This design comes from an exercise in tuning for small area, a short achievable clock period and few clock cycles per item on the open sky130 flow, not from production work.
Function not checked in this run: the RTL went through the layout flow alone.

**design.v**
```verilog
module tc_norm16 (
    input  wire [15:0] x,
    output wire [15:0] xn,
    output wire [3:0]  lz
);
    wire [15:0] s3 = (x[15:8]  == 8'd0) ? {x[7:0], 8'd0}   : x;
    wire [15:0] s2 = (s3[15:12] == 4'd0) ? {s3[11:0], 4'd0} : s3;
    wire [15:0] s1 = (s2[15:14] == 2'd0) ? {s2[13:0], 2'd0} : s2;
    wire [15:0] s0 = (s1[15] == 1'b0)    ? {s1[14:0], 1'b0} : s1;
    assign xn = s0;
    assign lz = {x[15:8] == 8'd0, s3[15:12] == 4'd0, s2[15:14] == 2'd0, s1[15] == 1'b0};
endmodule
module tc_norm23 (
    input  wire [22:0] x,
    output wire [22:0] xn,
    output wire [4:0]  lz
);
    wire [22:0] s4 = (x[22:7]   == 16'd0) ? {x[6:0], 16'd0}  : x;
    wire [22:0] s3 = (s4[22:15] == 8'd0)  ? {s4[14:0], 8'd0} : s4;
    wire [22:0] s2 = (s3[22:19] == 4'd0)  ? {s3[18:0], 4'd0} : s3;
    wire [22:0] s1 = (s2[22:21] == 2'd0)  ? {s2[20:0], 2'd0} : s2;
    wire [22:0] s0 = (s1[22] == 1'b0)     ? {s1[21:0], 1'b0} : s1;
    assign xn = s0;
    assign lz = {x[22:7] == 16'd0, s4[22:15] == 8'd0, s3[22:19] == 4'd0,
                 s2[22:21] == 2'd0, s1[22] == 1'b0};
endmodule
module tc_abs16 (
    input  wire [15:0] x,
    output wire [15:0] m
);
    wire [15:0] low;
    genvar i;
    generate for (i = 0; i < 16; i = i + 1) begin : g_low
        if (i == 0) begin : g0
            assign low[i] = 1'b0;
        end else begin : gi
            assign low[i] = |x[i-1:0];
        end
    end endgenerate
    assign m = x ^ ({16{x[15]}} & low);
endmodule
module tc_add #(parameter integer N = 16) (
    input  wire [N-1:0] a,
    input  wire [N-1:0] b,
    output wire [N-1:0] s
);
    localparam integer TOPD = (N > 64) ? 32 : (N > 32) ? 16 : (N > 16) ? 8 : (N > 8) ? 4 : (N > 4) ? 2 : 1;
    wire [N-1:0] g0 = a & b;
    wire [N-1:0] p0 = a ^ b;
    reg  [N-1:0] G, P;
    integer i, d;
    always @(*) begin
        G = g0;
        P = p0;
        for (d = 1; d < N; d = d * 2)
            for (i = 2*d - 1; i < N; i = i + 2*d) begin
                G[i] = G[i] | (P[i] & G[i-d]);
                P[i] = P[i] & P[i-d];
            end
        for (d = TOPD; d >= 1; d = d / 2)
            for (i = 3*d - 1; i < N; i = i + 2*d) begin
                G[i] = G[i] | (P[i] & G[i-d]);
                P[i] = P[i] & P[i-d];
            end
    end
    assign s = p0 ^ {G[N-2:0], 1'b0};
endmodule
module tc_eac20 (
    input  wire [19:0] a,
    input  wire [19:0] b,
    output wire [19:0] s
);
    localparam integer N = 20;
    wire [N-1:0] g0 = a & b;
    wire [N-1:0] p0 = a ^ b;
    reg  [N-1:0] G, P;
    integer i, d;
    always @(*) begin
        G = g0;
        P = p0;
        for (d = 1; d < N; d = d * 2)
            for (i = 2*d - 1; i < N; i = i + 2*d) begin
                G[i] = G[i] | (P[i] & G[i-d]);
                P[i] = P[i] & P[i-d];
            end
        for (d = 8; d >= 1; d = d / 2)
            for (i = 3*d - 1; i < N; i = i + 2*d) begin
                G[i] = G[i] | (P[i] & G[i-d]);
                P[i] = P[i] & P[i-d];
            end
    end
    wire         wrap = G[N-1] | P[N-1];
    wire [N-1:0] c    = {G[N-2:0], 1'b0} | ({P[N-2:0], 1'b1} & {N{wrap}});
    assign s = p0 ^ c;
endmodule
module tc_inc #(parameter integer N = 16) (
    input  wire [N-1:0] a,
    input  wire         cin,
    output wire [N-1:0] s
);
    wire [N-1:0] c;
    genvar i;
    generate for (i = 0; i < N; i = i + 1) begin : g_c
        if (i == 0) begin : g0
            assign c[i] = cin;
        end else begin : gi
            assign c[i] = cin & (&a[i-1:0]);
        end
    end endgenerate
    assign s = a ^ c;
endmodule
module tc_mod31 (
    input  wire [16:0] x,
    output wire [4:0]  m
);
    wire [6:0] s = {2'd0, x[4:0]} + {2'd0, x[9:5]} + {2'd0, x[14:10]} + {5'd0, x[16:15]};
    wire [5:0] t = {1'b0, s[4:0]} + {4'd0, s[6:5]};
    assign m = t[4:0] + {4'd0, t[5]};
endmodule
module tc_mod15 (
    input  wire [16:0] x,
    output wire [3:0]  m
);
    wire [5:0] s = {2'd0, x[3:0]} + {2'd0, x[7:4]} + {2'd0, x[11:8]} + {2'd0, x[15:12]} + {5'd0, x[16]};
    wire [4:0] t = {1'b0, s[3:0]} + {3'd0, s[5:4]};
    assign m = t[3:0] + {3'd0, t[4]};
endmodule
module tc_int (
    input  wire        clk,
    input  wire [15:0] x,
    output wire [63:0] f
);
    parameter integer E0  = 0;
    parameter integer SGN = 0;
    wire [15:0] m;
    generate if (SGN) begin : g_s
        tc_abs16 u_a (.x(x), .m(m));
    end else begin : g_u
        assign m = x;
    end endgenerate
    reg  [15:0] m1;
    reg         sg1;
    always @(posedge clk) begin
        m1  <= m;
        sg1 <= (SGN != 0) & x[15];
    end
    wire [15:0] mn;
    wire [3:0]  lz;
    tc_norm16 u_n (.x(m1), .xn(mn), .lz(lz));
    reg  [15:0] mn2;
    reg  [3:0]  lz2;
    reg         sg2;
    always @(posedge clk) begin
        mn2 <= mn;
        lz2 <= lz;
        sg2 <= sg1;
    end
    wire [10:0] ex = 11'd1038 + E0 - {7'd0, lz2};
    assign f = {sg2, ex & {11{mn2[15]}}, mn2[14:0], 37'd0};
endmodule
module tc_f32 (
    input  wire        clk,
    input  wire [31:0] x,
    output wire [63:0] f
);
    reg  [31:0] w;
    always @(posedge clk) w <= x;
    wire        s  = w[31];
    wire [7:0]  e  = w[30:23];
    wire [22:0] fr = w[22:0];
    wire [22:0] fn;
    wire [4:0]  lz;
    tc_norm23 u_n (.x(fr), .xn(fn), .lz(lz));
    wire        sub = (e == 8'd0);
    wire [10:0] ex  = sub ? (11'd896 - {6'd0, lz}) : ({3'd0, e} + 11'd896);
    reg  [63:0] r;
    always @(*) begin
        if (e == 8'hFF)       r = {s, 11'h7FF, fr, 29'd0};
        else if (!sub)        r = {s, ex, fr, 29'd0};
        else if (fn[22])      r = {s, ex, fn[21:0], 30'd0};
        else                  r = {s, 63'd0};
    end
    reg  [34:0] r2;
    always @(posedge clk) r2 <= r[63:29];
    assign f = {r2, 29'd0};
endmodule
module tc_div155 (
    input  wire        clk,
    input  wire [15:0] x,
    output wire [63:0] f
);
    parameter integer E0 = 0;
    function [4:0] t_b31(input [4:0] v);
        reg [159:0] t;
        begin
            t = {
                5'h0,
                5'h6,
                5'hc,
                5'h12,
                5'h18,
                5'h1e,
                5'h5,
                5'hb,
                5'h11,
                5'h17,
                5'h1d,
                5'h4,
                5'ha,
                5'h10,
                5'h16,
                5'h1c,
                5'h3,
                5'h9,
                5'hf,
                5'h15,
                5'h1b,
                5'h2,
                5'h8,
                5'he,
                5'h14,
                5'h1a,
                5'h1,
                5'h7,
                5'hd,
                5'h13,
                5'h19,
                5'h0};
            t_b31 = t[5*v +: 5];
        end
    endfunction
    function [3:0] t_n5(input [3:0] v);
        reg [63:0] t;
        begin
            t = {
                4'h0,
                4'hc,
                4'h9,
                4'h6,
                4'h3,
                4'h0,
                4'hc,
                4'h9,
                4'h6,
                4'h3,
                4'h0,
                4'hc,
                4'h9,
                4'h6,
                4'h3,
                4'h0};
            t_n5 = t[4*v +: 4];
        end
    endfunction
    wire [15:0] xn;
    wire [3:0]  lz;
    tc_norm16 u_n (.x(x), .xn(xn), .lz(lz));
    wire        hi = xn >= 16'd39680;
    reg  [16:0] xd1;
    reg  [3:0]  lz1;
    reg         hi1, nz1;
    always @(posedge clk) begin
        xd1 <= hi ? {1'b0, xn} : {xn, 1'b0};
        lz1 <= lz; hi1 <= hi; nz1 <= xn[15];
    end
    wire [4:0]  c31;
    wire [3:0]  c15;
    tc_mod31 u_m31 (.x(xd1), .m(c31));
    tc_mod15 u_m15 (.x(xd1), .m(c15));
    wire [4:0]  b = t_b31(c31);
    wire [3:0]  n = t_n5(c15);
    wire [19:0] w;
    tc_eac20 u_w (.a({n, n, n, n, n}), .b({b, b, b, b}), .s(w));
    reg  [19:0] w2;
    reg  [7:0]  xl2;
    reg  [3:0]  lz2;
    reg         hi2, nz2;
    always @(posedge clk) begin
        w2 <= w; xl2 <= xd1[7:0]; lz2 <= lz1; hi2 <= hi1; nz2 <= nz1;
    end
    wire [7:0]  q = w2[7:0] - xl2 + {xl2[5:0], 2'd0} + {xl2[3:0], 4'd0} + {xl2[0], 7'd0};
    wire [23:0] tl;
    tc_inc #(.N(24)) u_r (.a({w2, w2[19:16]}), .cin(w2[15]), .s(tl));
    wire [10:0] ex = 11'd1030 + E0 + {10'd0, hi2} - {7'd0, lz2};
    assign f = {1'b0, ex & {11{nz2}}, q, w2, tl};
endmodule
module tc_div100 (
    input  wire        clk,
    input  wire [15:0] x,
    output wire [63:0] f
);
    wire [15:0] m;
    tc_abs16 u_a (.x(x), .m(m));
    wire [15:0] xn;
    wire [3:0]  lz;
    tc_norm16 u_n (.x(m), .xn(xn), .lz(lz));
    wire        hi = xn >= 16'd51200;
    reg  [16:0] xd1;
    reg  [3:0]  lz1;
    reg         hi1, nz1, sg1;
    always @(posedge clk) begin
        xd1 <= hi ? {1'b0, xn} : {xn, 1'b0};
        lz1 <= lz; hi1 <= hi; nz1 <= xn[15]; sg1 <= x[15];
    end
    wire [19:0] x0  = {3'd0, xd1};
    wire [19:0] t0  = ~x0;
    wire [19:0] t1  = ~{x0[16:0], x0[19:17]};
    wire [19:0] t2  = ~{x0[14:0], x0[19:15]};
    wire [19:0] t3  = {x0[9:0], x0[19:10]};
    wire [19:0] t4  = {x0[6:0], x0[19:7]};
    wire [19:0] t5  = {x0[4:0], x0[19:5]};
    wire [19:0] a1  = t0 ^ t1 ^ t2;
    wire [19:0] b1m = (t0 & t1) | (t0 & t2) | (t1 & t2);
    wire [19:0] b1  = {b1m[18:0], b1m[19]};
    wire [19:0] a2  = t3 ^ t4 ^ t5;
    wire [19:0] b2m = (t3 & t4) | (t3 & t5) | (t4 & t5);
    wire [19:0] b2  = {b2m[18:0], b2m[19]};
    wire [19:0] a3  = a1 ^ b1 ^ a2;
    wire [19:0] b3m = (a1 & b1) | (a1 & a2) | (b1 & a2);
    wire [19:0] b3  = {b3m[18:0], b3m[19]};
    wire [19:0] a4  = a3 ^ b3 ^ b2;
    wire [19:0] b4m = (a3 & b3) | (a3 & b2) | (b3 & b2);
    wire [19:0] b4  = {b4m[18:0], b4m[19]};
    wire [19:0] w;
    tc_eac20 u_w (.a(a4), .b(b4), .s(w));
    wire [10:0] q = w[10:0] + xd1[10:0] + {xd1[7:0], 3'd0} + {xd1[5:0], 5'd0} + {xd1[0], 10'd0};
    reg  [19:0] w2;
    reg  [10:0] q2;
    reg  [3:0]  lz2;
    reg         hi2, nz2, sg2;
    always @(posedge clk) begin
        w2 <= w; q2 <= q; lz2 <= lz1; hi2 <= hi1; nz2 <= nz1; sg2 <= sg1;
    end
    wire [20:0] tl;
    tc_inc #(.N(21)) u_r (.a({w2, w2[19]}), .cin(w2[18]), .s(tl));
    wire [10:0] ex = 11'd1031 + {10'd0, hi2} - {7'd0, lz2};
    assign f = {sg2, ex & {11{nz2}}, q2, w2, tl};
endmodule
module tc_div31 (
    input  wire        clk,
    input  wire [15:0] x,
    input  wire        sgn,
    output wire [63:0] f
);
    function [4:0] t_w31(input [4:0] v);
        reg [159:0] t;
        begin
            t = {
                5'h0,
                5'h1a,
                5'h15,
                5'h10,
                5'hb,
                5'h6,
                5'h1,
                5'h1b,
                5'h16,
                5'h11,
                5'hc,
                5'h7,
                5'h2,
                5'h1c,
                5'h17,
                5'h12,
                5'hd,
                5'h8,
                5'h3,
                5'h1d,
                5'h18,
                5'h13,
                5'he,
                5'h9,
                5'h4,
                5'h1e,
                5'h19,
                5'h14,
                5'hf,
                5'ha,
                5'h5,
                5'h0};
            t_w31 = t[5*v +: 5];
        end
    endfunction
    function [3:0] t_r31(input [4:0] v);
        reg [127:0] t;
        begin
            t = {
                4'h0,
                4'hd,
                4'hb,
                4'h8,
                4'h6,
                4'h3,
                4'h1,
                4'he,
                4'hb,
                4'h9,
                4'h6,
                4'h4,
                4'h1,
                4'he,
                4'hc,
                4'h9,
                4'h7,
                4'h4,
                4'h2,
                4'hf,
                4'hc,
                4'ha,
                4'h7,
                4'h5,
                4'h2,
                4'hf,
                4'hd,
                4'ha,
                4'h8,
                4'h5,
                4'h3,
                4'h0};
            t_r31 = t[4*v +: 4];
        end
    endfunction
    wire [15:0] xn;
    wire [3:0]  lz;
    tc_norm16 u_n (.x(x), .xn(xn), .lz(lz));
    wire        hi = xn >= 16'd50791;
    reg  [16:0] xd1;
    reg  [3:0]  lz1;
    reg         hi1, nz1, sg1;
    always @(posedge clk) begin
        xd1 <= hi ? {1'b0, xn} : {xn, 1'b0};
        lz1 <= lz; hi1 <= hi; nz1 <= xn[15]; sg1 <= sgn;
    end
    wire [4:0]  c31;
    tc_mod31 u_m31 (.x(xd1), .m(c31));
    wire [12:0] xl1 = xd1[12:0];
    wire [4:0]  w  = t_w31(c31);
    wire [3:0]  wr = t_r31(c31);    
    wire [12:0] q  = {w[2:0], w, w} - (xl1 + {xl1[10:0], 2'd0} + {xl1[7:0], 5'd0}
                     + {xl1[5:0], 7'd0} + {xl1[2:0], 10'd0} + {xl1[0], 12'd0});
    reg  [12:0] q2;
    reg  [4:0]  w2;
    reg  [3:0]  wr2, lz2;
    reg         hi2, nz2, sg2;
    always @(posedge clk) begin
        q2 <= q; w2 <= w; wr2 <= wr; lz2 <= lz1; hi2 <= hi1; nz2 <= nz1; sg2 <= sg1;
    end
    wire [10:0] ex = 11'd1036 + {10'd0, hi2} - {7'd0, lz2};
    assign f = {sg2, ex & {11{nz2}}, q2, w2, w2, w2, w2, w2, w2, w2, wr2};
endmodule
module tc_q125 (
    input  wire [8:0]  s,
    input  wire [1:0]  c,        
    input  wire [16:0] qp,
    output wire [51:0] fr
);
    function [40:0] t_f0(input [2:0] v);
        reg [327:0] t;
        begin
            t = {
                41'h1cac083147,
                41'h189374bc8a,
                41'h147ae147ce,
                41'h10624dd312,
                41'hc49ba5e55,
                41'h83126e999,
                41'h4189374dc,
                41'h20};
            t_f0 = t[41*v +: 41];
        end
    endfunction
    function [40:0] t_f1(input [2:0] v);
        reg [327:0] t;
        begin
            t = {
                41'he560418937,
                41'hc49ba5e354,
                41'ha3d70a3d71,
                41'h83126e978d,
                41'h624dd2f1aa,
                41'h4189374bc7,
                41'h20c49ba5e3,
                41'h0};
            t_f1 = t[41*v +: 41];
        end
    endfunction
    function [40:0] t_f2(input [2:0] v);
        reg [327:0] t;
        begin
            t = {
                41'h12b020c49ba,
                41'h24dd2f1aa0,
                41'h11eb851eb85,
                41'h189374bc6a,
                41'h1126e978d50,
                41'hc49ba5e35,
                41'h10624dd2f1b,
                41'h0};
            t_f2 = t[41*v +: 41];
        end
    endfunction
    function [16:0] t_q0(input [2:0] v);
        reg [135:0] t;
        begin
            t = {
                17'h1b22d,
                17'h12b02,
                17'ha3d7,
                17'h1cac,
                17'h19581,
                17'h10e56,
                17'h872b,
                17'h0};
            t_q0 = t[17*v +: 17];
        end
    endfunction
    function [16:0] t_q1(input [2:0] v);
        reg [135:0] t;
        begin
            t = {
                17'h19168,
                17'h15810,
                17'h11eb8,
                17'he560,
                17'hac08,
                17'h72b0,
                17'h3958,
                17'h0};
            t_q1 = t[17*v +: 17];
        end
    endfunction
    function [16:0] t_q2(input [2:0] v);
        reg [135:0] t;
        begin
            t = {
                17'h8b40,
                17'hc080,
                17'hf5c0,
                17'h12b00,
                17'h16040,
                17'h19580,
                17'h1cac0,
                17'h0};
            t_q2 = t[17*v +: 17];
        end
    endfunction
    wire [40:0] f0 = t_f0(s[2:0]);
    wire [40:0] f1 = t_f1(s[5:3]);
    wire [40:0] f2 = t_f2(s[8:6]);
    wire [40:0] fa = f0 ^ f1 ^ f2;
    wire [40:0] fb = {(f0[39:0] & f1[39:0]) | (f0[39:0] & f2[39:0]) | (f1[39:0] & f2[39:0]), 1'b0};
    wire [40:0] fs;
    tc_add #(.N(41)) u_f (.a(fa), .b(fb), .s(fs));
    wire [16:0] q = qp + t_q0(s[2:0]) + t_q1(s[5:3]) + t_q2(s[8:6]) + {15'd0, c};
    assign fr = {q, fs[40:6]};
endmodule
module tc_mag (
    input  wire        clk,
    input  wire [15:0] x,
    output wire [63:0] f
);
    wire [15:0] m;
    tc_abs16 u_a (.x(x), .m(m));
    wire [15:0] xn;
    wire [3:0]  lz;
    tc_norm16 u_n (.x(m), .xn(xn), .lz(lz));
    wire        hi = xn >= 16'd55919;
    reg  [16:0] xd1;
    reg  [3:0]  lz1;
    reg         hi1, nz1, sg1;
    always @(posedge clk) begin
        xd1 <= hi ? {1'b0, xn} : {xn, 1'b0};
        lz1 <= lz; hi1 <= hi; nz1 <= xn[15]; sg1 <= x[15];
    end
    wire [6:0]  e0 = xd1[6:0];
    wire [6:0]  e1 = xd1[13:7];
    wire [2:0]  e2 = xd1[16:14];
    wire [12:0] sy = {1'b0, e0, 5'd0} + {3'd0, e0, 3'd0} + {4'd0, e0, 2'd0} - {6'd0, e0}
                   + {4'd0, e1, 2'd0} + {7'd0, e2, 3'd0} + {8'd0, e2, 2'd0};
    wire [8:0]  s  = {2'd0, sy[6:0]} + {3'd0, sy[12:7]} + {2'd0, sy[12:7], 1'b0};
    wire [1:0]  c  = {1'b0, s >= 9'd125} + {1'b0, s >= 9'd250};
    wire [16:0] qp = xd1 + {xd1[13:0], 3'd0} - {xd1[10:0], 6'd0} - {xd1[6:0], 10'd0}
                   + {xd1[4:0], 12'd0} + {xd1[2:0], 14'd0} + {xd1[0], 16'd0};
    reg  [8:0]  s2;
    reg  [1:0]  c2;
    reg  [16:0] qp2;
    reg  [3:0]  lz2;
    reg         hi2, nz2, sg2;
    always @(posedge clk) begin
        s2 <= s; c2 <= c; qp2 <= qp; lz2 <= lz1; hi2 <= hi1; nz2 <= nz1; sg2 <= sg1;
    end
    wire [51:0] fr;
    tc_q125 u_q (.s(s2), .c(c2), .qp(qp2), .fr(fr));
    wire [10:0] ex = 11'd1035 + {10'd0, hi2} - {7'd0, lz2};
    assign f = {sg2, ex & {11{nz2}}, fr};
endmodule
module tc_kpa (
    input  wire        clk,
    input  wire [31:0] x,
    output wire [63:0] f
);
    wire        s  = x[31];
    wire [7:0]  e  = x[30:23];
    wire [22:0] fr = x[22:0];
    wire [22:0] fn;
    wire [4:0]  lz;
    tc_norm23 u_n (.x(fr), .xn(fn), .lz(lz));
    wire        sub = (e == 8'd0);
    wire [23:0] m   = sub ? {fn, 1'b0} : {1'b1, fr};
    wire        hi  = m >= 24'd16384000;
    wire [10:0] ex  = (sub ? (11'd886 - {6'd0, lz}) : ({3'd0, e} + 11'd886)) + {10'd0, hi};
    reg  [24:0] y1;
    reg  [10:0] ex1;
    reg         s1, inf1, nan1, zer1;
    always @(posedge clk) begin
        y1   <= hi ? {1'b0, m} : {m, 1'b0};
        ex1  <= ex;
        s1   <= s;
        inf1 <= (e == 8'hFF);
        nan1 <= (fr != 23'd0);
        zer1 <= sub & ~fn[22];
    end
    wire [11:0] sy = {5'd0, y1[6:0]} + {5'd0, y1[13:7]} + {4'd0, y1[13:7], 1'b0}
                   + {5'd0, y1[20:14]} + {2'd0, y1[20:14], 3'd0}
                   + {3'd0, y1[24:21], 5'd0} - {6'd0, y1[24:21], 2'd0} - {8'd0, y1[24:21]};
    wire [7:0]  sr = {1'b0, sy[6:0]} + {3'd0, sy[11:7]} + {2'd0, sy[11:7], 1'b0};
    wire [16:0] yl = y1[16:0];
    wire [16:0] qp = yl + {yl[14:0], 2'd0} + {yl[12:0], 4'd0} - {yl[10:0], 6'd0}
                   + {yl[8:0], 8'd0} - {yl[5:0], 11'd0} - {yl[1:0], 15'd0};
    reg  [7:0]  s2;
    reg         c2;
    reg  [16:0] qp2;
    reg  [10:0] ex2;
    reg         sg2, inf2, nan2, zer2;
    always @(posedge clk) begin
        s2 <= sr; c2 <= sr >= 8'd125; qp2 <= qp; ex2 <= ex1;
        sg2 <= s1; inf2 <= inf1; nan2 <= nan1; zer2 <= zer1;
    end
    wire [51:0] fq;
    tc_q125 u_q (.s({1'b0, s2}), .c({1'b0, c2}), .qp(qp2), .fr(fq));
    assign f = inf2 ? {sg2, 11'h7FF, nan2, 51'd0}
             : zer2 ? {sg2, 63'd0}
             :        {sg2, ex2, fq};
endmodule
module tslfs_convert (
    input  wire          clk,
    input  wire          rst,           
    input  wire          in_valid,
    output wire          in_ready,
    input  wire [511:0]  in_record,     
    output reg           out_valid,     
    output wire [1535:0] out_phys       
);
    assign in_ready = 1'b1;
    reg v1;
    always @(posedge clk) begin
        v1        <= in_valid & ~rst;
        out_valid <= v1 & ~rst;
    end
    wire [511:0] r = in_record;
    tc_div155 #(.E0(-1)) u0 (.clk(clk), .x(r[8*2 +: 16]), .f(out_phys[64*0 +: 64]));
    tc_div155 #(.E0(0))  u1 (.clk(clk), .x(r[8*4 +: 16]), .f(out_phys[64*1 +: 64]));
    tc_div155 #(.E0(-1)) u2 (.clk(clk), .x(r[8*6 +: 16]), .f(out_phys[64*2 +: 64]));
    tc_div155 #(.E0(-1)) u3 (.clk(clk), .x(r[8*8 +: 16]), .f(out_phys[64*3 +: 64]));
    tc_div31 u4 (.clk(clk), .x(r[8*10 +: 16]), .sgn(1'b0), .f(out_phys[64*4 +: 64]));
    wire [15:0] at     = r[8*12 +: 16];
    wire        at_neg = at < 16'd155;
    wire [15:0] at_mag = at_neg ? {8'd0, 8'd155 - at[7:0]} : at - 16'd155;
    tc_div31 u5 (.clk(clk), .x(at_mag), .sgn(at_neg), .f(out_phys[64*5 +: 64]));
    tc_f32 u6  (.clk(clk), .x(r[8*40 +: 32]), .f(out_phys[64*6  +: 64]));
    tc_f32 u9  (.clk(clk), .x(r[8*48 +: 32]), .f(out_phys[64*9  +: 64]));
    tc_kpa u10 (.clk(clk), .x(r[8*52 +: 32]), .f(out_phys[64*10 +: 64]));
    tc_f32 u11 (.clk(clk), .x(r[8*56 +: 32]), .f(out_phys[64*11 +: 64]));
    tc_f32 u12 (.clk(clk), .x(r[8*44 +: 32]), .f(out_phys[64*12 +: 64]));
    tc_int #(.E0(-1)) u7 (.clk(clk), .x({7'd0, r[8*14 +: 8], r[8*15 +: 8] != 8'd0}),
                          .f(out_phys[64*7 +: 64]));
    tc_div100 u8 (.clk(clk), .x(r[8*16 +: 16]), .f(out_phys[64*8 +: 64]));
    tc_int u13 (.clk(clk), .x(r[8*36 +: 16]), .f(out_phys[64*13 +: 64]));
    tc_int u14 (.clk(clk), .x(r[8*38 +: 16]), .f(out_phys[64*14 +: 64]));
    tc_int #(.SGN(1)) u15 (.clk(clk), .x(r[8*18 +: 16]), .f(out_phys[64*15 +: 64]));
    tc_int #(.SGN(1)) u16 (.clk(clk), .x(r[8*20 +: 16]), .f(out_phys[64*16 +: 64]));
    tc_int #(.SGN(1)) u17 (.clk(clk), .x(r[8*22 +: 16]), .f(out_phys[64*17 +: 64]));
    tc_int #(.SGN(1)) u18 (.clk(clk), .x(r[8*24 +: 16]), .f(out_phys[64*18 +: 64]));
    tc_int #(.SGN(1)) u19 (.clk(clk), .x(r[8*26 +: 16]), .f(out_phys[64*19 +: 64]));
    tc_int #(.SGN(1)) u20 (.clk(clk), .x(r[8*28 +: 16]), .f(out_phys[64*20 +: 64]));
    tc_mag u21 (.clk(clk), .x(r[8*30 +: 16]), .f(out_phys[64*21 +: 64]));
    tc_mag u22 (.clk(clk), .x(r[8*32 +: 16]), .f(out_phys[64*22 +: 64]));
    tc_mag u23 (.clk(clk), .x(r[8*34 +: 16]), .f(out_phys[64*23 +: 64]));
endmodule
```
**run.sh**
```bash
#!/bin/bash
# synth_recipe.tcl (not shown) runs the flow's synth.tcl, then flattens the netlist and writes it again
# the make line also repeats each setting of config.mk as NAME=value (left out here)
make -C /OpenROAD-flow-scripts/flow DESIGN_CONFIG=/design/flow/config.mk WORK_HOME=/design/flow/orfs CLKGATE_MAP_FILE= SYNTH_SCRIPT=/design/flow/synth_recipe.tcl finish
```
**constraint.sdc**
```tcl
create_clock -name core_clock -period 12.0 [get_ports {clk}]
set_input_delay 2.4000 -clock core_clock [delete_from_list [all_inputs] [get_ports {clk}]]
set_output_delay 2.4000 -clock core_clock [all_outputs]
set_load 0.01 [all_outputs]
```
**config.mk**
```make
export PLATFORM = sky130hd
export DESIGN_NAME = tslfs_convert
export DESIGN_NICKNAME = tslfs_convert
export VERILOG_FILES = /design/flow/design.v
export SDC_FILE = /design/flow/constraint.sdc
export NUM_CORES = 4
export LEC_CHECK = 0
export CAP_MARGIN = 20
export CORE_AREA = 10 10 750 750
export DIE_AREA = 0 0 760 760
export SLEW_MARGIN = 20
```
==> run notes <==
## cell type report
| cell class | count | area (um2) |
|---|---|---|
| diodes | 115 | 288 |
| repair buffers | 1667 | 16300 |
| fillers | 58941 | 408000 |
| inverters | 1489 | 5590 |
| clock buffers | 200 | 4390 |
| clock inverters | 91 | 1330 |
| well taps | 7234 | 9050 |
| multi-input cells | 9459 | 75100 |
| flip-flops and latches | 1247 | 25000 |
## cell usage after synthesis, types with 266 or more instances
cell type	n
sky130_fd_sc_hd__nand2_1	875
sky130_fd_sc_hd__ha_1	1146
sky130_fd_sc_hd__nor2_1	822
sky130_fd_sc_hd__a21o_1	266
sky130_fd_sc_hd__inv_1	1457
sky130_fd_sc_hd__mux2i_1	402
sky130_fd_sc_hd__xnor2_1	608
sky130_fd_sc_hd__a21oi_1	837
sky130_fd_sc_hd__dfxtp_1	1247
sky130_fd_sc_hd__buf_4	749
sky130_fd_sc_hd__o21ai_0	657
sky130_fd_sc_hd__fa_1	684
## worst max-delay path: cells and delay by family (launching register included)
family	cells	cell delay [ps]
AND/OR/NAND/NOR	2	320
flip-flops	1	720
buffers and inverters	5	1360
AO/OA/AOI/OAI	7	2820
adder cells (fa/ha/maj)	4	1860
## flip-flops by register name, summed over array words and instances, names as in the netlist, 20 cells and up
register  cells
u2.w2        20
u0.w2        20
u9.r2        34
u12.w        32
u6.w         32
u8.w2        20
u3.w2        20
u11.r2       34
u11.w        32
u1.w2        20
u12.r2       34
u9.w         32
u6.r2        34
u10.y1       25
## per-stage QoR
| stage | util [%] | setup WS [ps] |
|---|---|---|
| after global placement | 24.0 | 1950 |
| after detailed placement | 24.0 | 2080 |
| after floorplan | - | 3570 |
| final | 25.1 | 1630 |
| after CTS | 25.1 | 1460 |
| after global routing | 25.1 | 911 |
## layer usage
layer	vias up	share of wire, %
li1	44884	-
met1	43975	45
met2	2979	42
met3	584	8.2
met4	26	4.1
met5	-	0.039
## cell families (layout without fill, tap and decap cells)
| logic type | count (synthesis) | after routing | share of synthesized area (%) |
|---|---|---|---|
| other cells | 2 | 584 | 0.00678 |
| buf+inv | 2548 | 3447 | 11.3 |
| compound gates | 2795 | 2795 | 16.0 |
| fa+ha+maj | 1838 | 1838 | 25.4 |
| simple gates | 2963 | 2963 | 12.7 |
| xor+xnor | 869 | 869 | 6.91 |
| flops | 1247 | 1247 | 22.5 |
| mux | 525 | 525 | 5.08 |
## how the worst min path moves through the flow
stage                             startpoint                 end  depth (start not counted)
final                      u11.w[31]$_DFF_P_  u11.r2[34]$_DFF_P_                          0
after global routing          u2.hi1$_DFF_P_      u2.hi2$_DFF_P_                          0
after CTS                     u2.hi1$_DFF_P_      u2.hi2$_DFF_P_                          0
after detailed placement  u10.ex1[8]$_DFF_P_  u10.ex2[8]$_DFF_P_                          0
after global placement    u22.lz1[2]$_DFF_P_  u22.lz2[2]$_DFF_P_                          0
after floorplan               u0.hi1$_DFF_P_      u0.hi2$_DFF_P_                          0
==> impl_metrics.csv <==
group,metric,value,unit
place,global_placer_s_final_weighted_congestion,0.932,
timing,max_freq,96.5,MHz
timing,final.min_clock_period,10370,ps
place,detailedPlacementHpwl,371000,um
global_route,gr-usage-met1,18.9,%
outcome,outcome,"complete, no violations",
floorplan,die_w,760,um
clock_tree,clk_latency,900,ps
flow_run,max-cap-violations,0,
timing,fin_worst_hold_slack,307,ps
setup_path,setup.worst_path.end,"out_phys[1502]",
logic_synthesis,synth.largest_area_cell,"sky130_fd_sc_hd__dfxtp_1",
floorplan,core.rowCount,271,
setup_path,worstPathArrival,7970,ps
global_route,track_usage,14.2,%
logic_synthesis,synth.yosys.seq_area_share,22.5,%
logic_synthesis,synth_edf_count,0,
route,detailroute.via_count,92448,
setup_path,timing.reg2reg.worst_path_depth,39,
clock_tree,cts_post_setup_buffers_inserted,0,
clock_tree,root_buffer,"sky130_fd_sc_hd__clkbuf_16",
layout,area_growth,23.8,%
global_route,grt.overflow.total,0,
logic_synthesis,synth_largest_type_area_fraction,22.5,%
clock_tree,cts.htree.levels,4,
worst_hold_path,hold_path.class,"reg -> reg",
floorplan,top_level_ports,2053,
clock_tree,cts-buffers-inserted,161,
global_route,groute.layer.met3.usage,4.06,%
logic_synthesis,postSynth.topFlopCell,"sky130_fd_sc_hd__dfxtp_1",
floorplan,start_util,20.3,%
clock_tree,clockBufferDepth,4,
place,placed_cell_area,131000,um2
setup_path,timing.critical_path.from_type,"flip-flop",
setup_path,critPathMaxStageDelay,720,ps
layout,finalNonFillerCells,21502,
route,ant_nets,0,
layout,final_layout_size_suffix_gt1_share,5.05,%
clock_tree,tritoncts,"built",
layout,final_cell_mix,"1535 x sky130_fd_sc_hd__clkdlybuf4s50_1, 1457 x sky130_fd_sc_hd__inv_1, 1246 x sky130_fd_sc_hd__dfxtp_1",
setup_path,timing.critical_path.fanout_max,9,
setup_path,crit_chain,"inv_1 -> ha_1 -> inv_1 -> fa_1 -> inv_1 -> ha_1 -> a2111oi_0 -> a32oi_1 -> nand4_1 -> a21boi_0 -> o21ai_0 -> a21bo_2 -> a41oi_1 -> nor3_1 -> a2111oi_0 -> fa_1 -> inv_1 -> clkdlybuf4s50_1",
timing,slew_headroom,11.9,%
logic_synthesis,synth.ff_latch_count,1247,
place,placedCellCount,21093,
layout,final_net_count,16370,
layout,mostFrequentLayoutCell,"sky130_fd_sc_hd__clkdlybuf4s50_1",
logic_synthesis,synth_area,111000,um2
floorplan,die_h,760,um
clock_tree,cts.repair.resized,0,
clock_tree,clkSlewWorstSetupHoldPaths,70,ps
global_route,grt_max_degree,50,
setup_path,crit-reg2reg-launch,"u0.xd1[5]$_DFF_P_",
timing,finalCritPeriodShare,86.4,%
timing,final.setup_skew,62.2,ps
global_route,grt_most_used_layer,"met2",
global_route,antenna_violations_before_repair,108,
setup_path,critical_path_required,9600,ps
floorplan,total_core_area,545000,um2
setup_path,crit_path_start,"u23.s2[0]$_DFF_P_",
logic_synthesis,yosysWarnings,14,
logic_synthesis,synth_unique_cells,121,
timing,setup_violations,0,
route,drtIter0Drc,5941,
floorplan,die_area,578000,um2
route,drt-wirelength-per-cell,20.1,um
setup_path,r2r_slack,1900,ps
global_route,grt_pass1_wl,624000,um
setup_path,worstSetupPathType,"reg -> out",
layout,layout.cell_area.non_filler,137000,um2
route,wl,432000,um
route,drc,0,
setup_path,cp_slowest_cell,"sky130_fd_sc_hd__dfxtp_1",
logic_synthesis,synth_area_per_inst,8.66,um2
global_route,via_count_of_the_first_global_routing_pass,92100,
logic_synthesis,dominant_cells_by_area_after_synthesis,"sky130_fd_sc_hd__dfxtp_1 23%, sky130_fd_sc_hd__ha_1 13%, sky130_fd_sc_hd__fa_1 12%, sky130_fd_sc_hd__buf_4 5.1%, sky130_fd_sc_hd__inv_1 4.9%",
setup_path,cp-end-kind,"primary output",
route,drt_pre_antenna_iters,6,
logic_synthesis,async_flop_share,0,%
clock_tree,clock_sinks,1247,
timing,report.final.slew_viol_count,0,
route,vias_per_cell,4.30,
setup_path,critical_path.most_common_cell,"sky130_fd_sc_hd__inv_1",
timing,rsz0062_at_grt,"false",
logic_synthesis,number_of_instances_in_the_synthesized_netlist,12787,
place,port-buffer-count,1546,
timing,hold_viol_final,0,
setup_path,worstReg2RegEnd,"u0.w2[11]$_DFF_P_",
timing,worst_pin_slew,1310,ps
global_route,global_route.usage.met2,21.6,%
timing,totalNegativeSetupSlack,0,ps
clock_tree,holdBufCountCts,0,

-- re-timing with driven ports --
In the flow no input, the clock included, has a driving cell. The finished layout below was timed again as built, in two steps.
Step 1, drivers: a clkbuf_16 drives clk and a buf_2 each remaining input, both assumed.
Step 2, shift: input delay + t, output delay - t, t = (earliest + latest rising clock arrival at the registers) / 2. This alone moves slack from input paths to output paths.
Three values: ideal, step 1, step 2; two values: the first two.
t (ns): 0.959
setup slack, ns: 1.634 / 1.536 / 1.897
worst slew at a driven data input, ns: 0.30
After both steps this run still meets setup and hold. The setup slack of this run moves by -0.098 ns with the drivers and by +0.263 ns with both steps.
